Background: an optimization exercise with open tools, aiming at small area. Do not read the settings as production practice. Function was checked by simulation only, so behaviour that the tests miss may differ from the original. No activity file was given, so power comes from the tool's default toggle rates.

## flow/design.v (module list and top-level ports; edited modules follow where they fit)
// module gamma_rom_r: 30 lines
// module gamma_rom_g: 203 lines
// module gamma_rom_b: 248 lines
// module gc_a21o_1: 3 lines
// module gc_a21oi_1: 3 lines
// module gc_a221o_1: 3 lines
// module gc_a311oi_1: 3 lines
// module gc_a31oi_1: 3 lines
// module gc_a32o_1: 3 lines
// module gc_a32oi_1: 3 lines
// module gc_and2_1: 3 lines
// module gc_and3_1: 3 lines
// module gc_clkinv_1: 3 lines
// module gc_nand2_1: 3 lines
// module gc_nand3_1: 3 lines
// module gc_nand3b_1: 3 lines
// module gc_nand4_1: 3 lines
// module gc_nor2_1: 3 lines
// module gc_o211a_1: 3 lines
// module gc_o21a_1: 3 lines
// module gc_o21ai_0: 3 lines
// module gc_o22a_1: 3 lines
// module gc_o22ai_1: 3 lines
// module gc_o311a_1: 3 lines
// module gc_o311ai_0: 3 lines
// module gc_or2_1: 3 lines
// module gc_or3_1: 3 lines
// module gc_xnor2_1: 3 lines
// module gc_xor2_1: 3 lines
// module led_encoder: 118 lines
// module ring_bit: 9 lines
module led_encoder (
    input  wire       clk,
    input  wire       rst,         
    input  wire       wr_en,       
    input  wire [5:0] wr_idx,
    input  wire       wr_gamma,    
    input  wire [7:0] wr_r,
    input  wire [7:0] wr_g,
    input  wire [7:0] wr_b,
    input  wire       update,      
    output wire       ready,       
    output wire       line_en,     
    output wire       line         
);
  // ...
==> flow/run.sh <==
#!/bin/bash
# synth_recipe.tcl (not shown) runs the flow's synth.tcl, then flattens the netlist and writes it again
# the make line also repeats each setting of config.mk as NAME=value (left out here)
make -C /OpenROAD-flow-scripts/flow DESIGN_CONFIG=/design/flow/config.mk WORK_HOME=/design/flow/orfs CLKGATE_MAP_FILE= SYNTH_SCRIPT=/design/flow/synth_recipe.tcl finish
==> flow/config.mk <==
export PLATFORM = sky130hd
export DESIGN_NAME = led_encoder
export DESIGN_NICKNAME = led_encoder
export VERILOG_FILES = /design/flow/design.v
export SDC_FILE = /design/flow/constraint.sdc
export NUM_CORES = 4
export LEC_CHECK = 0
export CAP_MARGIN = 20
export CORE_MARGIN = 2
export CORE_UTILIZATION = 65
export CTS_CLUSTER_DIAMETER = 60
export CTS_CLUSTER_SIZE = 30
export SLEW_MARGIN = 20
export SYNTH_HIERARCHICAL = 1
export SYNTH_MINIMUM_KEEP_SIZE = 0
==> flow/constraint.sdc <==
create_clock -name core_clock -period 20.0 [get_ports {clk}]
set_input_delay 4.0000 -clock core_clock [delete_from_list [all_inputs] [get_ports {clk}]]
set_output_delay 4.0000 -clock core_clock [all_outputs]
set_load 0.01 [all_outputs]
==> reports/summary.txt, run 1 <==
Status: complete, no violations
First-pass GRT wire length: 213000 um
Placed inst area: 0.0502 mm2
Root buf cell: clkbuf_16
Post-Place Setup Slack: 10080 ps
Fin. Hold Viols: 0
Met2 usage: 0.562
Synthesis-stage register bit count: 1648
Worst-skew pair later-pin latency: 670 ps
Worst hold endpoint: rf[58]
Die Y: 275 um
Gr ovfl total: 0
Clock network power share: 0.243
WS Path Type: input port to register
Max Transition Viols Final: 0
Largest net degree at the start of global routing: 74
CP max FO: 33
Non-clock buffer count: 121
Detail Route Antenna Nets: 0
Tap cell count: 959
Leak: 20.0 nW
Post-synthesis sequential area ratio: 0.696
Mux cell area share after synthesis: 0.00952
Num CTS Buffers: 76
Crit-path slowest cell: clkdlybuf4s50_1
RSZ-0062 raised after global routing: false
H-tree lvl count: 3
==> run 2, diff against run 1 <==
--- a/flow/config.mk
+++ b/flow/config.mk
@@ -10,4 +10,4 @@
 export CORE_UTILIZATION = 65
-export CTS_CLUSTER_DIAMETER = 60
-export CTS_CLUSTER_SIZE = 30
+export CTS_CLUSTER_DIAMETER = 50
+export CTS_CLUSTER_SIZE = 24
 export SLEW_MARGIN = 20
==> run 2 against run 1 <==
Effect of this change: clock power is about 30% higher; fmax fell by 0.18%; sequential share of layout area down 1.6 points; wire length increased by 2.7%; via count up 1.6%; sequential power about the same; die area did not move; flip-flop and latch count did not move; critical path type unchanged; largest cell class unchanged.
==> reports/summary.txt, run 2 <==
Status: complete, no violations
Synth Area in Adders: 0.00634
Die Y: 275 um (unchanged)
Post-Syn Instances: 4107
Total of max-cap violations: 0
Synth top area cells: dfxtp_1, o22ai_1, edfxtp_1
Post-Synth XOR/XNOR Area: 0.00440
Final Util: 0.743
Drt wl/cell: 26.9 um
Ys Warns: 7
CP max FO: 33 (unchanged)
Post-synthesis sequential area ratio: 0.696 (unchanged)
Startpoint types: input port
DRC: 0
Synth Flop Type: dfxtp_1
Most frequent cell after synthesis: dfxtp_1
Crit-path slowest cell: clkdlybuf4s50_1
CTS Hold Bufs: 0
Finished Cell Area: 0.0541 mm2
Max Transition Viols Final: 0 (unchanged)
Largest net degree at the start of global routing: 74 (unchanged)
Met2 wire len: 64800 um
Worst R2R End: rd[1060]
Clk buf depth: 3
# IOs: 38
Mux cell area share after synthesis: 0.00952 (unchanged)
Leak: 20.7 nW (+3.4%)
Die Area: 0.0756 mm2
H-tree lvl count: 3 (unchanged)
# diodes: 0
Rows: 99
Worst-Margin Slew: 1100 ps
Syn nets: 4165
Max Clk Rate: 0.107 GHz
RR Startpoint: phase[1]
Top layer in use: met5
Area grow syn2layout: 13.4%
Starting DRT DRC Count: 4458
Most frequent cells in the layout: dfxtp_1, o22ai_1, nor2_1
Main combinational cell family by area after synthesis: compound AO/OA/AOI/OAI gates
Post-Route WL: 144000 um
Gr ovfl total: 0 (unchanged)
Synth Area in Compound Gates: 0.230
CTS Sinks: 1648
Fill cell count: 4806
Detail Route Antenna Nets: 0 (unchanged)
Worst-skew pair later-pin latency: 700 ps (+30 ps)
First-pass GRT wire length: 218000 um (+2.7%)
Relative slew slack: 0.264
WL met3: 14600 um
Syn avg cell area: 11.6 um2
Arrival time worst endpoint: 9950 ps
Critical path startpoint: wr_g[4]
Simple-Gate Fraction of Synth Area: 0.0382
WS Path Type: input port to register
Total negative slack: 0 ps
Total power: 0.00833 W
Leading area contributor after synthesis: dfxtp_1
Share of cells above drive strength 1: 0.0824
Post-CTS Resized: 0
R2R setup slack: 15140 ps
Vias in the first global route: 36400
Pwr dens: 154 mW/mm2
Core Area: 0.0728 mm2
Commonest non-fill, non-tap cell in the layout: dfxtp_1
CP endpoint: rd[472]
Routed met1 length: 58600 um
Netlist cell types: 57
Reg2reg path depth: 9
CTS tree: built
Die Wd: 275 um
Tot GR Track Use: 0.373
DR vias/cell: 6.95
Clk_skew: 40.5 ps
Number of enable flip-flop cells after synthesis: 24
Top reg by flops: rd
Clk slew on worst S/H paths: 80 ps
Initial core utilization: 0.655
# Post-CTS Setup Buffers: 0
DP HPWL: 80700 um
Synthesis-stage register bit count: 1648 (unchanged)
Fin crit period: 9360 ps
Slowest stage delay, CP: 720 ps
Commonest cells post-synth: dfxtp_1, o22ai_1, nor2_1, inv_1, nand2_1
Final non-filler cell total: 5366
Fin. Hold Viols: 0 (unchanged)
Placer congestion estimate: 0.885
Max FFs per register: 1536
VDD IR-drop max: 0.000123 V
Worst Setup End Kind: register
Vias: 37300
Num CTS Buffers: 109 (+43%)
Biggest regs: rd: 1536 flops, rf: 64 flops, cur: 24 flops
Root buf cell: clkbuf_16
Synth top area share: 0.681
Async S/R FF share, synth: 0
Final net count: 4373
# port buffers: 37
Worst path required time: 20580 ps
Placed inst area: 0.0502 mm2 (unchanged)
Period utilization: 0.468
Setup Viol. Count Final: 0
Placed insts: 5163
TritonRoute pass-1 iters: 6
Initial antenna violation count: 2
Cell Area, Synth: 0.0477 mm2
Worst min path class: register to register
RSZ-0062 raised after global routing: false
[run 2: worst min-delay path by stage]
stage	cells after the start	to	slack, ps	start
after floorplan	1	rf[0]	380	rf[63]
after global placement	1	rf[2]	390	rf[1]
after detailed placement	1	rf[60]	390	rf[59]
after CTS	1	rf[58]	380	rf[57]
after global routing	1	rf[58]	400	rf[57]
final	1	rf[58]	390	rf[57]
[run 2: area by class of cell]
class | instances | area [um2] | area share
clock buffer | 125 | 2890 | 0.0534
clock inverter | 78 | 1060 | 0.0196
inverter | 166 | 623 | 0.0115
multi-input combinational | 2269 | 14100 | 0.261
sequential | 1648 | 33200 | 0.614
tap | 959 | 1200 | 0.0222
timing repair buffer | 121 | 993 | 0.0184
[run 2: per-module statistics from Yosys, one instance, submodules excluded, a selection]
module	flops+latches	cells inside
gc_o22a_1	0	1
gc_nand2_1	0	1
gc_o311a_1	0	1
gc_xnor2_1	0	1
gc_o22ai_1	0	1
gamma_rom_r	0	1
gc_a31oi_1	0	1
gc_xor2_1	0	1
gc_a21o_1	0	1
gc_nand4_1	0	1
gc_or2_1	0	1
led_encoder	1648	2108
[run 2: power breakdown]
group,switching (W),leakage (nW),internal (W)
sequential,0.000371,14.5,0.00439
clock,0.00121,1.90,0.00124
combinational,0.000594,4.24,0.000523
total,0.00218,20.7,0.00615
[run 2: worst max-delay path, delay by kind of cell]
kind	cells	cell delay, ps
buf+inv	7	2350
compound gates	10	1740
simple gates	14	1640
mux	1	180
[run 2: per-stage QoR]
stage | setup slack (ps) | hold WS (ps)
after global routing | 10140 | 398
final | 10640 | 389
after CTS | 10740 | 383
after detailed placement | 10080 | 389
after floorplan | 10800 | 385
after global placement | 10020 | 389
[run 2: metal layers]
| layer | global-route usage | up-vias |
|---|---|---|
| met4 | 0.162 | 2 |
| met5 | 0 | - |
| li1 | - | 16400 |
| met1 | 0.516 | 18300 |
| met3 | 0.0690 | 427 |
| met2 | 0.578 | 2200 |
[run 2: cells by family after synthesis]
group                    Yosys count
AO/OA/AOI/OAI                   1753
flip-flops                      1648
AND/OR/NAND/NOR                  433
buffers and inverters            190
multiplexers                      36
XOR/XNOR                          24
adder cells (fa/ha/maj)           23
==> run 3, diff against run 2 <==
==> flow/flow/run.sh (new file) <==
#!/bin/bash
# The standard layout flow, with clock tree synthesis arguments of its own:
# larger sink clusters and no dummy clock loads.
export CTS_ARGS="-sink_clustering_enable -repair_clock_nets -sink_clustering_size 30 -sink_clustering_max_diameter 60 -dont_use_dummy_load"
bash standard.sh > standard.log 2>&1
==> flow/standard.sh (new file) <==
#!/bin/bash
# synth_recipe.tcl (not shown) runs the flow's synth.tcl, then flattens the netlist and writes it again
# the make line also repeats each setting of config.mk as NAME=value (left out here)
make -C /OpenROAD-flow-scripts/flow DESIGN_CONFIG=/design/flow/config.mk WORK_HOME=/design/flow/orfs CLKGATE_MAP_FILE= SYNTH_SCRIPT=/design/flow/synth_recipe.tcl "${@:-finish}"
--- a/flow/config.mk
+++ b/flow/config.mk
@@ -10,4 +10,4 @@
 export CORE_UTILIZATION = 65
-export CTS_CLUSTER_DIAMETER = 50
-export CTS_CLUSTER_SIZE = 24
+export CTS_CLUSTER_DIAMETER = 60
+export CTS_CLUSTER_SIZE = 30
 export SLEW_MARGIN = 20
removed: flow/run.sh
==> run 3 against run 2 <==
Effect of this change: synthesized cell count is the same; count of clock-buffer cells in the layout shrank 49; design area fell by 3.8%; clock power shrank 33%; flip-flop and latch count stayed put; total power fell by 10%; die area unchanged; wire length decreased by 3.0%; global-route usage down 1.1 points; sequential power is essentially flat; non-clock buffer count unchanged; critical path type unchanged; highest routed layer is now met4.
==> reports/summary.txt, run 3 <==
Worst Setup End Kind: register
Post-Place Setup Slack: 10080 ps (unchanged)
Status: complete, no violations
Root buf cell: clkbuf_16
Synth Flop Type: dfxtp_1
Post-synthesis sequential area ratio: 0.696 (unchanged)
VDD IR-drop max: 0.000123 V (+0.13%)
Routed met1 length: 58700 um (+0.10%)
DR vias/cell: 6.96 (+0.17%)
Async S/R FF share, synth: 0 (unchanged)
Leading area contributor after synthesis: dfxtp_1
Cell Area, Synth: 0.0477 mm2 (unchanged)
Worst-Margin Slew: 1120 ps (+18.5 ps)
Total negative slack: 0 ps (unchanged)
Starting DRT DRC Count: 4094 (-8.2%)
Num CTS Buffers: 76 (-30%)
WS Path Type: input port to register
Pwr dens: 144 mW/mm2 (-6.6%)
Core Area: 0.0728 mm2 (unchanged)
Relative slew slack: 0.253 (-0.0106)
Drt wl/cell: 26.8 um (-0.61%)
TritonRoute pass-1 iters: 8 (+2)
Worst Hold Launch: rd[397]
Period utilization: 0.471 (+0.00278)
Vias: 36500 (-2.2%)
Fin. Hold Viols: 0 (unchanged)
Biggest regs: rd: 1536 flops, rf: 64 flops, cur: 24 flops
Synth top area share: 0.681 (unchanged)
Area grow syn2layout: 9.07%
Commonest cells post-synth: dfxtp_1, o22ai_1, nor2_1, inv_1, nand2_1
DRC: 0 (unchanged)
WL met3: 13000 um (-11%)
Clk slew on worst S/H paths: 100 ps (+20 ps)
Multi-input logic area: 0.0141 mm2 (unchanged)
Syn nets: 4165 (unchanged)
Worst-skew pair later-pin latency: 660 ps (-40 ps)
Crit-path slowest cell: clkdlybuf4s50_1
CTS tree: built
CP max FO: 33 (unchanged)
# diodes: 0 (unchanged)
Gr ovfl total: 0 (unchanged)
CTS Hold Bufs: 0 (unchanged)
Max FFs per register: 1536 (unchanged)
Synth Area in Adders: 0.00634 (unchanged)
Top layer in use: met4
Final Util: 0.715 (-0.0281)
Post-Synth XOR/XNOR Area: 0.00440 (unchanged)
Top reg by flops: rd
Commonest non-fill, non-tap cell in the layout: dfxtp_1
Main combinational cell family by area after synthesis: compound AO/OA/AOI/OAI gates
Total of max-cap violations: 0 (unchanged)
Total power: 0.00748 W (-10%)
Synthesis-stage register bit count: 1648 (unchanged)
Placer congestion estimate: 0.885 (unchanged)
Post-Route WL: 140000 um (-3.0%)
Initial antenna violation count: 1 (-1)
Die Y: 275 um (unchanged)
# port buffers: 37 (unchanged)
CTS Sinks: 1648 (unchanged)
H-tree lvl count: 3 (unchanged)
Fin crit period: 9420 ps (+55.7 ps)
RR Startpoint: phase[0]
Post-CTS Resized: 0 (unchanged)
Fin worst setup slack: 10580 ps (-55.7 ps)
Netlist cell types: 57 (unchanged)
Tot GR Track Use: 0.362 (-0.0106)
Syn avg cell area: 11.6 um2 (unchanged)
# Post-CTS Setup Buffers: 0 (unchanged)
Number of enable flip-flop cells after synthesis: 24 (unchanged)
Clk_skew: 98.8 ps (+58.3 ps)
Post-Syn Instances: 4107 (unchanged)
Vias in the first global route: 35000 (-3.9%)
# IOs: 38 (unchanged)
Clk buf depth: 3 (unchanged)
Simple-Gate Fraction of Synth Area: 0.0382 (unchanged)
Reg2reg path depth: 10 (+1)
Synth Area in Compound Gates: 0.230 (unchanged)
Worst Hold Depth: 1 (unchanged)
Most frequent cell after synthesis: dfxtp_1
Initial core utilization: 0.655 (unchanged)
Die Wd: 275 um (unchanged)
Mux cell area share after synthesis: 0.00952 (unchanged)
Fill cell count: 5184 (+7.9%)
First-pass GRT wire length: 212000 um (-2.8%)
WHS: 350 ps (-39.5 ps)
Detail Route Antenna Nets: 0 (unchanged)
Register area: 0.0332 mm2 (unchanged)
Max Transition Viols Final: 0 (unchanged)
Final net count: 4340 (-0.75%)
DP HPWL: 80700 um (unchanged)
Max Clk Rate: 0.106 GHz (-0.59%)
Die Area: 0.0756 mm2 (unchanged)
Largest net degree at the start of global routing: 74 (unchanged)
Critical path startpoint: wr_g[4]
Synth top area cells: dfxtp_1, o22ai_1, edfxtp_1
Rows: 99 (unchanged)
Startpoint types: input port
Leak: 19.7 nW (-4.7%)
Ys Warns: 7 (unchanged)
Slowest stage delay, CP: 730 ps (about the same)
RSZ-0062 raised after global routing: false
Worst path required time: 20520 ps (-60 ps)
Arrival time worst endpoint: 9940 ps (about the same)
Most frequent cells in the layout: dfxtp_1, o22ai_1, nor2_1
Met2 wire len: 63200 um (-2.5%)
Share of cells above drive strength 1: 0.0565 (-0.0258)
Worst min path class: register to register
Setup Viol. Count Final: 0 (unchanged)
==> run 3: cell counts after synthesis <==
Identical to the previous run, type by type.
==> run 3: stage by stage <==
step / std cells / cell area [um2]
finish: 5239 / 52100
global route: 5239 / 52100
detailed placement: 5163 / 50200
floorplan: 4107 / 47700
global placement: 5163 / 50200
CTS: 5239 / 52100
==> run 3: power breakdown <==
group	internal (W)	switching (W)	total, W	leakage (nW)
logic	0.000523	0.000582	0.00110	4.24
clock network	0.000682	0.000948	0.00163	0.937
registers	0.00439	0.000358	0.00475	14.5
==> run 3: worst max-delay path: cells and delay by family <==
kind            cells  cell delay, ps
buf+inv             7            2330
mux                 1             170
compound gates     10            1690
simple gates       14            1670
==> run 3: worst paths after layout <==
path,end,slack (ps)
setup reg to reg,rd[437],15310
hold / removal,rd[421],350
hold reg to reg,rd[421],350
setup / recovery,rd[1288],10580
==> run 3: modules after synthesis (local to each module, per instance), a selection <==
module	copies in the design	flip-flops and latches	area, um2
gc_nand4_1	9	0	6.26
gc_o311ai_0	4	0	8.76
gc_nand2_1	93	0	3.75
gc_a21oi_1	1	0	8.76
gc_o21ai_0	67	0	5.00
gc_nand3_1	37	0	5.00
gc_a21o_1	5	0	7.51
gc_nand3b_1	2	0	7.51
gamma_rom_r	1	0	7.51
gc_a31oi_1	22	0	6.26
gc_a311oi_1	3	0	8.76
gc_o22a_1	1	0	8.76
gc_clkinv_1	68	0	3.75
gc_o21a_1	4	0	7.51
gc_and2_1	3	0	6.26
gc_o311a_1	2	0	10.0
==> run 3: logic make-up (layout without fill, tap and decap cells) <==
group	count (synthesis)	after routing
flip-flops	1648	1648
multiplexers	36	36
AO/OA/AOI/OAI	1753	1753
adder cells (fa/ha/maj)	23	23
buffers and inverters	190	363
AND/OR/NAND/NOR	433	433
XOR/XNOR	24	24
==> run 3: area by class of cell <==
type	instances	area share
inverter	166	0.0120
sequential	1648	0.638
multi-input combinational	2269	0.271
timing repair buffer	121	0.0191
clock buffer	76	0.0365
tap	959	0.0231
==> run 3: per-layer routing <==
metal,vias to the layer above,track usage
met3,348,0.0655
met2,1898,0.564
met4,0,0.135
met1,18000,0.510
met5,-,0
li1,16200,-
==> run 4, diff against run 3 <==
==> flow/flow/run.sh (replaced) <==
#!/bin/bash
# The standard layout flow, with clock tree synthesis arguments of its own
# (larger sink clusters, no dummy clock loads) and the smallest buffer on
# the ports.
export CTS_ARGS="-sink_clustering_enable -repair_clock_nets -sink_clustering_size 44 -sink_clustering_max_diameter 45 -dont_use_dummy_load"
export BUFFER_PORTS_ARGS="-buffer_cell sky130_fd_sc_hd__buf_1"
bash standard.sh > standard.log 2>&1
==> run 4 against run 3 <==
Effect of this change: still clean; utilization is 1.3 points higher; combinational power about the same; worst setup slack better by 320 ps; wire length up 2.1%; via count up 1.4%; synthesized cell count unchanged; critical path type unchanged.
==> reports/summary.txt, run 4 <==
Status: complete, no violations
# port buffers: 37 (unchanged)
Worst Setup End Kind: register
Worst-Margin Slew: 1150 ps (+33.3 ps)
Number of enable flip-flop cells after synthesis: 24 (unchanged)
Top reg by flops: rd
Num CTS Buffers: 120 (+58%)
Biggest regs: rd: 1536 flops, rf: 64 flops, cur: 24 flops
Async S/R FF share, synth: 0 (unchanged)
Synthesis-stage register bit count: 1648 (unchanged)
Register area: 0.0332 mm2 (unchanged)
H-tree lvl count: 3 (unchanged)
Fin crit period: 9100 ps (-319 ps)
CTS Sinks: 1648 (unchanged)
Reg2reg path depth: 9 (-1)
RSZ-0062 raised after global routing: false
Netlist cell types: 57 (unchanged)
Crit-path slowest cell: buf_1
CP max FO: 33 (unchanged)
Multi-input logic area: 0.0141 mm2 (unchanged)
Synth top area share: 0.681 (unchanged)
First-pass GRT wire length: 217000 um (+2.3%)
Core Area: 0.0728 mm2 (unchanged)
Max Transition Viols Final: 0 (unchanged)
Placed inst area: 0.0500 mm2 (-0.34%)
WS Path Type: input port to register
DP HPWL: 82000 um (+1.6%)
Final net count: 4391 (+1.2%)
Pwr dens: 150 mW/mm2 (+4.3%)
Post-Syn Instances: 4107 (unchanged)
Worst R2R End: rd[242]
Die Y: 275 um (unchanged)
Initial core utilization: 0.655 (unchanged)
Leak: 20.2 nW (+2.4%)
Post-Route WL: 143000 um (+2.1%)
Initial antenna violation count: 5 (+4)
Relative slew slack: 0.230 (-0.0230)
Worst Hold Depth: 1 (unchanged)
Die Area: 0.0756 mm2 (unchanged)
CTS tree: built
Fin worst setup slack: 10900 ps (+319 ps)
Syn nets: 4165 (unchanged)
Clk buf depth: 3 (unchanged)
DR vias/cell: 6.99 (+0.37%)
DRC: 0 (unchanged)
# IOs: 38 (unchanged)
Rows: 99 (unchanged)
Period utilization: 0.455 (-0.0160)
Root buf cell: clkbuf_16
Post-CTS Resized: 0 (unchanged)
Arrival time worst endpoint: 9620 ps (-320 ps)
Starting DRT DRC Count: 4367 (+6.7%)
Fill cell count: 5083 (-1.9%)
Die Wd: 275 um (unchanged)
Most frequent cell after synthesis: dfxtp_1
R2R setup slack: 15360 ps (+50 ps)
Post-Place Setup Slack: 10450 ps (+377 ps)
Clk_skew: 119 ps (+20.0 ps)
Slowest stage delay, CP: 540 ps (-190 ps)
VDD IR-drop max: 0.0000931 V (-24%)
Ys Warns: 7 (unchanged)
Finished Cell Area: 0.0530 mm2 (+1.8%)
# Post-CTS Setup Buffers: 0 (unchanged)
Drt wl/cell: 27.0 um (+1.1%)
Synth Flop Type: dfxtp_1
CTS Hold Bufs: 0 (unchanged)
Syn avg cell area: 11.6 um2 (unchanged)
Commonest non-fill, non-tap cell in the layout: dfxtp_1
Max FFs per register: 1536 (unchanged)
Max Clk Rate: 0.110 GHz (+3.5%)
Total negative slack: 0 ps (unchanged)
Worst path required time: 20520 ps (about the same)
Vias in the first global route: 36200 (+3.5%)
Post-synthesis sequential area ratio: 0.696 (unchanged)
Gr ovfl total: 0 (unchanged)
Worst Hold Launch: rd[235]
Worst-skew pair later-pin latency: 720 ps (+60 ps)
Setup Viol. Count Final: 0 (unchanged)
RR Startpoint: phase[1]
Clk slew on worst S/H paths: 80 ps (-20 ps)
Leading area contributor after synthesis: dfxtp_1
TritonRoute pass-1 iters: 6 (-2)
Most frequent cells in the layout: dfxtp_1, o22ai_1, nor2_1
Total of max-cap violations: 0 (unchanged)
Synth top area cells: dfxtp_1, o22ai_1, edfxtp_1
Startpoint types: input port
Cell Area, Synth: 0.0477 mm2 (unchanged)
Commonest cells post-synth: dfxtp_1, o22ai_1, nor2_1, inv_1, nand2_1
Area grow syn2layout: 11.0%
Share of cells above drive strength 1: 0.0677 (+0.0111)
Largest net degree at the start of global routing: 49 (-34%)
Worst hold endpoint: rd[259]
Worst min path class: register to register
Fin. Hold Viols: 0 (unchanged)
Critical path startpoint: wr_g[5]
Detail Route Antenna Nets: 0 (unchanged)
Tot GR Track Use: 0.371 (+0.00899)
Placer congestion estimate: 0.961 (+8.6%)
Vias: 37000 (+1.4%)
-- run 4: cell count changes in the layout (fill, tap and decap cells not counted), sizes merged --
cell,before,now
diode,0,3
clkdlybuf4s50,35,0
buf,86,127
clkbuf,76,121
-- run 4: power by group --
group	internal [W]	switching, W	total, W
clock network	0.00105	0.00103	0.00208
registers	0.00439	0.000360	0.00476
logic	0.000519	0.000594	0.00111
-- run 4: cells by family (layout without fill, tap and decap cells) --
kind of cell / Yosys count / after routing / share of synthesized area
compound gates: 1753 / 1753 / 0.230
buf+inv: 190 / 414 / 0.0152
other cells: 0 / 3 / 0
xor+xnor: 24 / 24 / 0.00440
simple gates: 433 / 433 / 0.0382
mux: 36 / 36 / 0.00952
flops: 1648 / 1648 / 0.696
fa+ha+maj: 23 / 23 / 0.00634
-- run 4: cell type report --
| type | instances | share of cell area |
|---|---|---|
| Inverter | 166 | 0.0118 |
| Clock buffer | 120 | 0.0567 |
| Multi-Input combinational cell | 2269 | 0.266 |
| Antenna cell | 3 | 0.000142 |
| Timing Repair Buffer | 128 | 0.0156 |
| Tap cell | 959 | 0.0226 |
| Sequential cell | 1648 | 0.627 |
-- run 4: worst max-delay path: cells and delay by family --
family	cells	cell delay [ps]
buffers and inverters	8	2100
AOI/OAI and AO/OA	11	1890
and+or+nand+nor	12	1420
muxes	1	160
-- run 4: worst max path at each step --
stage          depth (start not counted)       end
2_1_floorplan                         31  rd[1000]
3_3_place_gp                          32    rd[88]
3_5_place_dp                          32   rd[568]
4_1_cts                               32   rd[472]
5_1_grt                               32   rd[280]
6_report                              32   rd[472]
-- run 4: per-module statistics from Yosys (local to each module, per instance), excerpt --
module / area [um2] / flops+latches / copies in the design
gc_and2_1: 6.26 / 0 / 3
gc_nand2_1: 3.75 / 0 / 93
gc_xnor2_1: 8.76 / 0 / 2
gc_and3_1: 6.26 / 0 / 1
gc_or3_1: 6.26 / 0 / 2
gc_o22a_1: 8.76 / 0 / 1
gc_nor2_1: 3.75 / 0 / 115
gc_a32oi_1: 8.76 / 0 / 4
gc_or2_1: 6.26 / 0 / 1
-- run 4: layer usage --
layer / global-route usage / part of all wire / vias to the layer above
met5: 0 / 0.00023 / -
met4: 0.148 / 0.042 / 4
met3: 0.0587 / 0.087 / 436
met2: 0.579 / 0.45 / 2048
met1: 0.523 / 0.42 / 18200
li1: - / - / 16300
-- run 4: through the flow --
step	hold slack, ps	total power (W)	std cells	util
after detailed placement	392	0.00585	5170	0.686
after floorplan	385	0.00543	4107	-
final	307	0.00794	5293	0.728
after global placement	389	0.00582	5170	0.686
after global routing	307	0.00822	5292	0.728
after CTS	306	0.00790	5290	0.727
==> run 5, diff against run 4 <==
==> flow/flow/run.sh (replaced) <==
#!/bin/bash
# The standard layout flow, with clock tree synthesis arguments of its own
# (larger sink clusters, no dummy clock loads) and the smallest buffer on
# the ports.
export CTS_ARGS="-sink_clustering_enable -repair_clock_nets -sink_clustering_size 36 -sink_clustering_max_diameter 50 -dont_use_dummy_load"
export BUFFER_PORTS_ARGS="-buffer_cell sky130_fd_sc_hd__buf_1"
bash standard.sh > standard.log 2>&1
==> run 5 against run 4 <==
Effect of this change: critical path depth unchanged; sequential power about the same; area after synthesis did not move; via count decreased by 0.15%; still clean; combinational power hardly changed; fmax decreased by 0.45%; clock power is 3% lower.
==> reports/summary.txt, run 5 <==
Status: complete, no violations
CTS Hold Bufs: 0 (unchanged)
Max Transition Viols Final: 0 (unchanged)
Commonest non-fill, non-tap cell in the layout: dfxtp_1
Tot GR Track Use: 0.370 (-0.00130)
CP max FO: 33 (unchanged)
Max FFs per register: 1536 (unchanged)
Fin worst setup slack: 10860 ps (-41.0 ps)
Worst-Margin Slew: 1150 ps (-2.65 ps)
Leak: 20.1 nW (-0.43%)
DP HPWL: 82000 um (unchanged)
First-pass GRT wire length: 217000 um (-0.31%)
Fin crit period: 9140 ps (+41.0 ps)
RSZ-0062 raised after global routing: false
Detail Route Antenna Nets: 0 (unchanged)
Largest net degree at the start of global routing: 49 (unchanged)
VDD IR-drop max: 0.0000942 V (+1.2%)
Leading area contributor after synthesis: dfxtp_1
Vias in the first global route: 36100 (-0.28%)
Worst hold endpoint: rd[319]
Cell Area, Synth: 0.0477 mm2 (unchanged)
Post-synthesis sequential area ratio: 0.696 (unchanged)
Fill cell count: 5076 (-0.14%)
Worst Hold Launch: rd[295]
Netlist cell types: 57 (unchanged)
Relative slew slack: 0.232 (+0.00177)
Ys Warns: 7 (unchanged)
Synth top area share: 0.681 (unchanged)
Placed inst area: 0.0500 mm2 (unchanged)
Starting DRT DRC Count: 4133 (-5.4%)
Top reg by flops: rd
Startpoint types: input port
Clk buf depth: 3 (unchanged)
Worst-skew pair later-pin latency: 710 ps (about the same)
Die Area: 0.0756 mm2 (unchanged)
Max Clk Rate: 0.109 GHz (-0.45%)
R2R setup slack: 15310 ps (-50 ps)
Syn avg cell area: 11.6 um2 (unchanged)
Initial core utilization: 0.655 (unchanged)
Total negative slack: 0 ps (unchanged)
Most frequent cell after synthesis: dfxtp_1
Crit-path slowest cell: buf_1
CTS tree: built
Gr ovfl total: 0 (unchanged)
Total power: 0.00788 W (-0.85%)
Core Area: 0.0728 mm2 (unchanged)
Biggest regs: rd: 1536 flops, rf: 64 flops, cur: 24 flops
Synthesis-stage register bit count: 1648 (unchanged)
Most frequent cells in the layout: dfxtp_1, o22ai_1, nor2_1
Clk_skew: 104 ps (-14.4 ps)
Share of cells above drive strength 1: 0.0661 (-0.00151)
Synth top area cells: dfxtp_1, o22ai_1, edfxtp_1
Reg2reg path depth: 10 (+1)
Drt wl/cell: 27.1 um (+0.31%)
Final net count: 4384 (-0.16%)
Post-CTS Resized: 0 (unchanged)
Placer congestion estimate: 0.961 (unchanged)
Num CTS Buffers: 113 (-5.8%)
Post-Place Setup Slack: 10450 ps (unchanged)
Clk slew on worst S/H paths: 110 ps (+30 ps)
Async S/R FF share, synth: 0 (unchanged)
Post-Route WL: 143000 um (+0.18%)
TritonRoute pass-1 iters: 8 (+2)
Synth Flop Type: dfxtp_1
DRC: 0 (unchanged)
Worst Hold Depth: 1 (unchanged)
Period utilization: 0.457 (+0.00205)
Finished Cell Area: 0.0528 mm2 (-0.33%)
Total of max-cap violations: 0 (unchanged)
Pwr dens: 149 mW/mm2 (-0.52%)
Number of enable flip-flop cells after synthesis: 24 (unchanged)
Syn nets: 4165 (unchanged)
RR Startpoint: phase[0]
Worst min path class: register to register
Fin. Hold Viols: 0 (unchanged)
H-tree lvl count: 3 (unchanged)
Vias: 36900 (-0.15%)
Die Y: 275 um (unchanged)
# port buffers: 37 (unchanged)
# Post-CTS Setup Buffers: 0 (unchanged)
Area grow syn2layout: 10.7%
DR vias/cell: 6.99 (about the same)
Commonest cells post-synth: dfxtp_1, o22ai_1, nor2_1, inv_1, nand2_1
Root buf cell: clkbuf_16
# IOs: 38 (unchanged)
Worst path required time: 20550 ps (+30 ps)
WS Path Type: input port to register
Worst Setup End Kind: register
CTS Sinks: 1648 (unchanged)
Post-Syn Instances: 4107 (unchanged)
Slowest stage delay, CP: 550 ps (about the same)
Initial antenna violation count: 3 (-2)
Die Wd: 275 um (unchanged)
Setup Viol. Count Final: 0 (unchanged)
Worst R2R End: rd[695]
Rows: 99 (unchanged)
Arrival time worst endpoint: 9690 ps (+70 ps)
==> run 5: worst max-delay path, delay by kind of cell <==
family          cells  cell delay, ps
buf+inv             8            2140
compound gates     11            1910
simple gates       12            1450
mux                 1             160
==> run 5: per-stage QoR <==
step	cells	utilization	hold slack [ps]
after floorplan	4107	-	385
after global placement	5170	0.686	389
after detailed placement	5170	0.686	392
after CTS	5283	0.725	320
after global routing	5285	0.725	317
final	5286	0.725	319
==> run 5: how the worst max path moves through the flow <==
stage | end | slack [ps] | depth (start not counted) | from
2_1_floorplan | rd[1000] | 10800 | 31 | wr_g[5]
3_3_place_gp | rd[88] | 10500 | 32 | wr_g[5]
3_5_place_dp | rd[568] | 10450 | 32 | wr_g[5]
4_1_cts | rd[472] | 11090 | 32 | wr_g[5]
5_1_grt | rd[280] | 10310 | 32 | wr_g[5]
6_report | rd[1240] | 10860 | 32 | wr_g[5]
==> run 5: report_power, final <==
group	total [W]	switching, W	internal, W
logic	0.00111	0.000595	0.000519
clock network	0.00201	0.00102	0.000991
registers	0.00475	0.000359	0.00439
==> run 5: kinds of logic (layout without fill, tap and decap cells) <==
group,Yosys count,count (layout),synth area share
AOI/OAI and AO/OA,1753,1753,0.230
DFF,1648,1648,0.696
and+or+nand+nor,433,433,0.0382
buffers and inverters,190,407,0.0152
muxes,36,36,0.00952
xor gates and xnor gates,24,24,0.00440
adders and majority gates,23,23,0.00634
other,0,3,0
==> run 5: per-layer routing <==
| metal | GRT usage | vias up | share of wire |
|---|---|---|---|
| met5 | 0.00251 | - | 0 |
| met4 | 0.153 | 0 | 0.042 |
| met3 | 0.0639 | 438 | 0.092 |
| met2 | 0.571 | 2076 | 0.45 |
| met1 | 0.519 | 18100 | 0.42 |
| li1 | - | 16300 | - |
==> run 5: Yosys stat by module (local to each module, per instance), a selection <==
module | flops+latches | cell area [um2] | copies in the design
led_encoder | 1648 | 35900 | 1
gc_o311a_1 | 0 | 10.0 | 2
gc_a21oi_1 | 0 | 8.76 | 1
gc_xnor2_1 | 0 | 8.76 | 2
gc_xor2_1 | 0 | 8.76 | 3
gc_nand3b_1 | 0 | 7.51 | 2
gc_o21a_1 | 0 | 7.51 | 4
gc_or3_1 | 0 | 6.26 | 2
ring_bit | 0 | 6.26 | 1536
gc_a31oi_1 | 0 | 6.26 | 22
gc_and3_1 | 0 | 6.26 | 1
gc_nand3_1 | 0 | 5.00 | 37
==> run 5: final cells by class <==
type	count	area, um2	area share
Inverter	166	623	0.0118
Clock buffer	113	2830	0.0535
Tap cell	959	1200	0.0227
Timing Repair Buffer	128	827	0.0157
Sequential cell	1648	33200	0.629
Multi-Input combinational cell	2269	14100	0.267
Antenna cell	3	7.51	0.000142
==> module led_encoder, before the edit <==
module led_encoder (
    input  wire       clk,
    input  wire       rst,         
    input  wire       wr_en,       
    input  wire [5:0] wr_idx,
    input  wire       wr_gamma,    
    input  wire [7:0] wr_r,
    input  wire [7:0] wr_g,
    input  wire [7:0] wr_b,
    input  wire       update,      
    output wire       ready,       
    output wire       line_en,     
    output wire       line         
);
    localparam integer L = 64;
    wire [7:0] gam_r, gam_g, gam_b;
    gamma_rom_r u_gam_r (.idx(wr_r), .val(gam_r));
    gamma_rom_g u_gam_g (.idx(wr_g), .val(gam_g));
    gamma_rom_b u_gam_b (.idx(wr_b), .val(gam_b));
    wire [23:0] wdata = wr_gamma ? {gam_g, gam_r, gam_b} : {wr_g, wr_r, wr_b};
    reg        in_flight;
    reg  [5:0] phase;       
    reg  [2:0] bit_cnt;     
    reg  [4:0] byte_cnt;    
    reg  [6:0] grp;         
    assign ready   = ~in_flight;
    assign line_en = in_flight;
    wire last_bit  = (bit_cnt == 3'd7);
    wire last_byte = (byte_cnt == 5'd23);
    wire last_grp  = (grp == 7'd66);
    always @(posedge clk) begin
        if (rst) begin
            in_flight <= 1'b0;
            phase     <= 6'd0;
        end else begin
            phase <= phase + 6'd1;
            if (!in_flight) begin
                if (update)
                    in_flight <= 1'b1;
            end else if (last_bit && last_byte && last_grp) begin
                in_flight <= 1'b0;
            end
        end
    end
    always @(posedge clk) begin
        if (!in_flight) begin
            bit_cnt  <= 3'd0;
            byte_cnt <= 5'd0;
            grp      <= 7'd0;
        end else begin
            bit_cnt <= bit_cnt + 3'd1;
            if (last_bit) begin
                if (last_byte) begin
                    byte_cnt <= 5'd0;
                    grp      <= grp + 7'd1;
                end else begin
                    byte_cnt <= byte_cnt + 5'd1;
                end
            end
        end
    end
    reg  [24*L-1:0] rd;        
    reg  [L-1:0] rf;           
    wire       wr_ok = wr_en & ~in_flight;
    wire [5:0] wpos  = wr_idx + phase;
    wire [23:0] wdata_n = ~wdata;
    genvar p;
    generate
        for (p = 0; p < L; p = p + 1) begin : g_ring
            localparam integer N = (p + 1) % L;
            wire        sel = wr_ok & (wpos == p);
            wire [23:0] src = (p % 2 == 0) ? wdata : wdata_n;
            wire [23:0] nxt;
            wire        seln = ~sel;
            genvar b;
            for (b = 0; b < 24; b = b + 1) begin : g_bit
                ring_bit u_st (.q(rd[24*p + b]), .sel(sel), .seln(seln), .d(src[b]), .y(nxt[b]));
            end
            always @(posedge clk) begin
                rd[24*N +: 24] <= nxt;
                if (p % 2 == 0)
                    rf[N] <= ~((sel | rf[p]) & ~rst);
                else
                    rf[N] <= ~((rf[p] & ~sel) | rst);
            end
        end
    endgenerate
    reg  [23:0] cur;
    reg         cur_f;
    reg         nxt_f;
    wire [5:0] cap_pos  = grp[5:0] + phase;
    wire       pass_nxt = in_flight & (cap_pos == 6'd0) & byte_cnt[4];
    wire       pass_cur = in_flight & (cap_pos == 6'd1) & (byte_cnt[4:3] == 2'b01);
    always @(posedge clk) begin
        if (pass_nxt) begin
            cur[23:8] <= rd[23:8];
            nxt_f     <= rf[0];
        end
        if (pass_cur)
            cur[7:0] <= rd[7:0];
    end
    always @(posedge clk) begin
        if (rst || !in_flight)
            cur_f <= 1'b0;
        else if (last_bit && last_byte)
            cur_f <= (pass_nxt ? rf[0] : nxt_f) & ~grp[6];    
    end
    wire cur_bit = cur[5'd23 - byte_cnt];
    reg  sym_bit;
    always @(*) begin
        case (bit_cnt)
            3'd0, 3'd1, 3'd2: sym_bit = 1'b1;
            3'd3, 3'd4:       sym_bit = cur_bit;
            default:          sym_bit = 1'b0;
        endcase
    end
    assign line = cur_f & sym_bit;
endmodule
==> run 6, diff against run 5 <==
--- a/flow/design.v
+++ b/flow/design.v
@@ -624,2 +624,4 @@
     wire [5:0] wpos  = wr_idx + phase;
+    wire [7:0] dec_hi = wr_ok ? (8'd1 << wpos[5:3]) : 8'd0;
+    wire [7:0] dec_lo = 8'd1 << wpos[2:0];
     wire [23:0] wdata_n = ~wdata;
@@ -629,6 +631,7 @@
             localparam integer N = (p + 1) % L;
-            wire        sel = wr_ok & (wpos == p);
+            wire        sel, seln;
+            dec_nand u_dn (.a(dec_hi[p / 8]), .b(dec_lo[p % 8]), .y(seln));
+            dec_inv  u_di (.a(seln), .y(sel));
             wire [23:0] src = (p % 2 == 0) ? wdata : wdata_n;
             wire [23:0] nxt;
-            wire        seln = ~sel;
             genvar b;
@@ -686 +689,14 @@
 endmodule
+module dec_nand (
+    input  wire a,
+    input  wire b,
+    output wire y
+);
+    assign y = ~(a & b);
+endmodule
+module dec_inv (
+    input  wire a,
+    output wire y
+);
+    assign y = ~a;
+endmodule
==> flow/flow/run.sh (replaced) <==
#!/bin/bash
# The standard layout flow, with clock tree synthesis arguments of its own
# (larger sink clusters, no dummy clock loads) and the smallest buffer on
# the ports.
export CTS_ARGS="-sink_clustering_enable -repair_clock_nets -sink_clustering_size 30 -sink_clustering_max_diameter 60 -dont_use_dummy_load"
export BUFFER_PORTS_ARGS="-buffer_cell sky130_fd_sc_hd__buf_1"
bash standard.sh > standard.log 2>&1
--- a/flow/config.mk
+++ b/flow/config.mk
@@ -10,4 +10,2 @@
 export CORE_UTILIZATION = 65
-export CTS_CLUSTER_DIAMETER = 60
-export CTS_CLUSTER_SIZE = 30
 export SLEW_MARGIN = 20
==> run 6 against run 5 <==
Effect of this change: clock power is 17% lower; count of clock-buffer cells in the layout is 35 lower; utilization fell by 1.2 points; clock skew up 2.8 ps; worst setup slack improved by 220 ps; fmax up 2.5%; critical path type unchanged; critical endpoint is now rd[136]; largest power group unchanged.
==> reports/summary.txt, run 6 <==
Worst-Margin Slew: 1240 ps (+93.5 ps)
DRC: 0 (unchanged)
Syn avg cell area: 11.6 um2 (-0.26%)
Main combinational cell family by area after synthesis: compound AO/OA/AOI/OAI gates
Syn nets: 4178 (+0.31%)
Final Util: 0.713 (-0.0123)
Num CTS Buffers: 78 (-31%)
Worst min path class: register to register
Initial core utilization: 0.656 (about the same)
Clk slew on worst S/H paths: 110 ps (about the same)
Fill cell count: 5228 (+3.0%)
Synthesis-stage register bit count: 1648 (unchanged)
Placer congestion estimate: 0.891 (-7.3%)
VDD IR-drop max: 0.000114 V (+21%)
RR Startpoint: phase[0]
H-tree lvl count: 3 (unchanged)
Register area: 0.0332 mm2 (unchanged)
Biggest regs: rd: 1536 flops, rf: 64 flops, cur: 24 flops
DP HPWL: 79500 um (-3.1%)
Clk_skew: 107 ps (+2.82 ps)
Most frequent cell after synthesis: dfxtp_1
Synth Area in Compound Gates: 0.230 (-0.000348)
Max Clk Rate: 0.112 GHz (+2.5%)
Relative slew slack: 0.169 (-0.0627)
RSZ-0062 raised after global routing: false
Pwr dens: 145 mW/mm2 (-2.7%)
CTS Hold Bufs: 0 (unchanged)
Worst-skew pair later-pin latency: 670 ps (-40 ps)
Fin. Hold Viols: 0 (unchanged)
WS Path Type: input port to register
Post-Route WL: 139000 um (-2.7%)
Worst Setup End Kind: register
Post-Synth XOR/XNOR Area: 0.00477 (+0.000364)
Largest net degree at the start of global routing: 74 (+51%)
# diodes: 0 (-3)
Cell Area, Synth: 0.0478 mm2 (about the same)
TritonRoute pass-1 iters: 6 (-2)
Worst hold endpoint: rd[513]
Detail Route Antenna Nets: 0 (unchanged)
Most frequent cells in the layout: dfxtp_1, o22ai_1, inv_1
Leak: 19.9 nW (-0.97%)
Gr ovfl total: 0 (unchanged)
Crit-path slowest cell: buf_1
Leading area contributor after synthesis: dfxtp_1
Fin crit period: 8920 ps (-223 ps)
Vias: 36200 (-1.9%)
Rows: 99 (unchanged)
Total negative slack: 0 ps (unchanged)
Die Area: 0.0756 mm2 (about the same)
Setup Viol. Count Final: 0 (unchanged)
Starting DRT DRC Count: 3952 (-4.4%)
Synth Area in Adders: 0.00634 (about the same)
Multi-input logic area: 0.0140 mm2 (-0.71%)
# port buffers: 37 (unchanged)
Mux cell area share after synthesis: 0.00930 (-0.000215)
Die Y: 275 um (about the same)
Total of max-cap violations: 0 (unchanged)
R2R setup slack: 15300 ps (about the same)
Initial antenna violation count: 0 (-3)
CTS tree: built
CTS Sinks: 1648 (unchanged)
Post-synthesis sequential area ratio: 0.696 (about the same)
DR vias/cell: 6.89 (-1.4%)
Ys Warns: 7 (unchanged)
Clk buf depth: 3 (unchanged)
# IOs: 38 (unchanged)
Commonest cells post-synth: dfxtp_1, o22ai_1, inv_1, nand2_1, nor2_1
Reg2reg path depth: 12 (+2)
Post-Syn Instances: 4120 (+0.32%)
Area grow syn2layout: 8.73%
Startpoint types: input port
CP max FO: 33 (unchanged)
Period utilization: 0.446 (-0.0111)
First-pass GRT wire length: 211000 um (-2.4%)
Simple-Gate Fraction of Synth Area: 0.0367 (-0.00154)
Max FFs per register: 1536 (unchanged)
Share of cells above drive strength 1: 0.0537 (-0.0124)
Worst R2R End: rd[1042]
Root buf cell: clkbuf_16
Top reg by flops: rd
Core Area: 0.0728 mm2 (unchanged)
Final net count: 4362 (-0.50%)
Status: complete, no violations
Arrival time worst endpoint: 9430 ps (-260 ps)
Worst Hold Depth: 1 (unchanged)
Synth Flop Type: dfxtp_1
Max Transition Viols Final: 0 (unchanged)
# Post-CTS Setup Buffers: 0 (unchanged)
Tot GR Track Use: 0.362 (-0.00837)
Die Wd: 275 um (about the same)
Async S/R FF share, synth: 0 (unchanged)
Slowest stage delay, CP: 550 ps (about the same)
Post-CTS Resized: 0 (unchanged)
Vias in the first global route: 34800 (-3.7%)
Drt wl/cell: 26.5 um (-2.3%)
Worst Hold Launch: rd[489]
Number of enable flip-flop cells after synthesis: 24 (unchanged)
Worst path required time: 20510 ps (-40 ps)
Synth top area cells: dfxtp_1, o22ai_1, inv_1
Netlist cell types: 55 (-3.5%)
Synth top area share: 0.681 (about the same)
Commonest non-fill, non-tap cell in the layout: dfxtp_1
## run 6: cell families after synthesis
group | count (synthesis)
compound gates | 1753
flops | 1648
simple gates | 416
buf+inv | 219
mux | 35
xor+xnor | 26
fa+ha+maj | 23
## run 6: how the worst max path moves through the flow
| stage | startpoint | to | slack (ps) | depth (start not counted) |
|---|---|---|---|---|
| 3_3_place_gp | wr_g[3] | rd[328] | 10750 | 29 |
| 4_1_cts | wr_g[3] | rd[136] | 11260 | 29 |
| 3_5_place_dp | wr_g[3] | rd[136] | 10650 | 29 |
| 6_report | wr_g[3] | rd[136] | 11080 | 29 |
| 5_1_grt | wr_g[3] | rd[88] | 10550 | 31 |
| 2_1_floorplan | wr_g[5] | rd[1000] | 10800 | 31 |
## run 6: power breakdown
group / internal (W) / switching [W]
Clock: 0.000699 / 0.000957
Sequential: 0.00440 / 0.000357
Combinational: 0.000525 / 0.000594
## run 6: area by class of cell
class,count,area share
well taps,959,0.0231
multi-input cells,2253,0.270
flip-flops and latches,1648,0.640
inverters,201,0.0145
clock buffers,78,0.0376
repair buffers,122,0.0151
## run 6: worst max-delay path, delay by kind of cell
| family | cells | cell delay [ps] |
|---|---|---|
| buf+inv | 7 | 2120 |
| compound gates | 9 | 1600 |
| mux | 1 | 160 |
| simple gates | 12 | 1490 |
## run 6: per-module statistics from Yosys (local to each module, per instance), excerpt
| module | times used | area [um2] |
|---|---|---|
| gc_or2_1 | 1 | 6.26 |
| gc_and3_1 | 1 | 6.26 |
| gc_xor2_1 | 3 | 8.76 |
| gc_nand3_1 | 37 | 5.00 |
| gc_o311ai_0 | 4 | 8.76 |
| gc_o311a_1 | 2 | 10.0 |
| gc_o21a_1 | 4 | 7.51 |
| gc_nor2_1 | 115 | 3.75 |
| gc_nand2_1 | 93 | 3.75 |
| ring_bit | 1536 | 6.26 |
| gc_o22a_1 | 1 | 8.76 |
## run 6: stage by stage
step / hold slack (ps) / worst slack [ps] / instance area (um2) / total power [W] / std cells
2_1_floorplan: 385 / 10800 / 47800 / 0.00545 / 4120
3_3_place_gp: 387 / 10750 / 50000 / 0.00586 / 5183
3_5_place_dp: 390 / 10650 / 50000 / 0.00589 / 5183
4_1_cts: 324 / 11260 / 51900 / 0.00750 / 5261
5_1_grt: 335 / 10550 / 51900 / 0.00782 / 5261
6_report: 338 / 11080 / 51900 / 0.00754 / 5261
## run 6: routing by layer
layer | vias to the layer above | wire length [um] | GRT usage
met5 | - | 0 | 0
met4 | 0 | 5600 | 0.139
met3 | 359 | 11900 | 0.0544
met2 | 1835 | 63300 | 0.567
met1 | 17800 | 58800 | 0.510
li1 | 16200 | - | -

port drivers added, routing unchanged:
No port has a modelled driver above. Below, the same layouts with a new extraction and two added sets of constraints.
Step 1 (the two cells are an assumption about what drives the block):
set clk [get_ports {clk}]
set_driving_cell -lib_cell sky130_fd_sc_hd__clkbuf_16 $clk
set_driving_cell -lib_cell sky130_fd_sc_hd__buf_2 [delete_from_list [all_inputs] $clk]
Step 2 also shifts input and output timing later by t, the mid clock arrival at the registers, as if the neighbouring blocks saw the same clock.
Three values: no drivers, after step 1, after step 2; two values: the first two.
run | shift t [ns] | setup WS [ns] | cell pins on the clock port's net
run 1 | 0.730 | 10.652 / 10.700 / 9.970 | 1
run 2 | 0.762 | 10.635 / 10.684 / 9.922 | 1
run 3 | 0.698 | 10.580 / 10.628 / 9.930 | 1
run 4 | 0.731 | 10.899 / 10.896 / 10.165 | 1
run 5 | 0.737 | 10.858 / 10.859 / 10.122 | 1
run 6 | 0.695 | 11.081 / 11.120 / 10.426 | 1
After both steps every run listed still meets setup and hold. The setup slack of run 5, which loses most, moves by +0.001 ns with the drivers and by -0.736 ns with both steps.
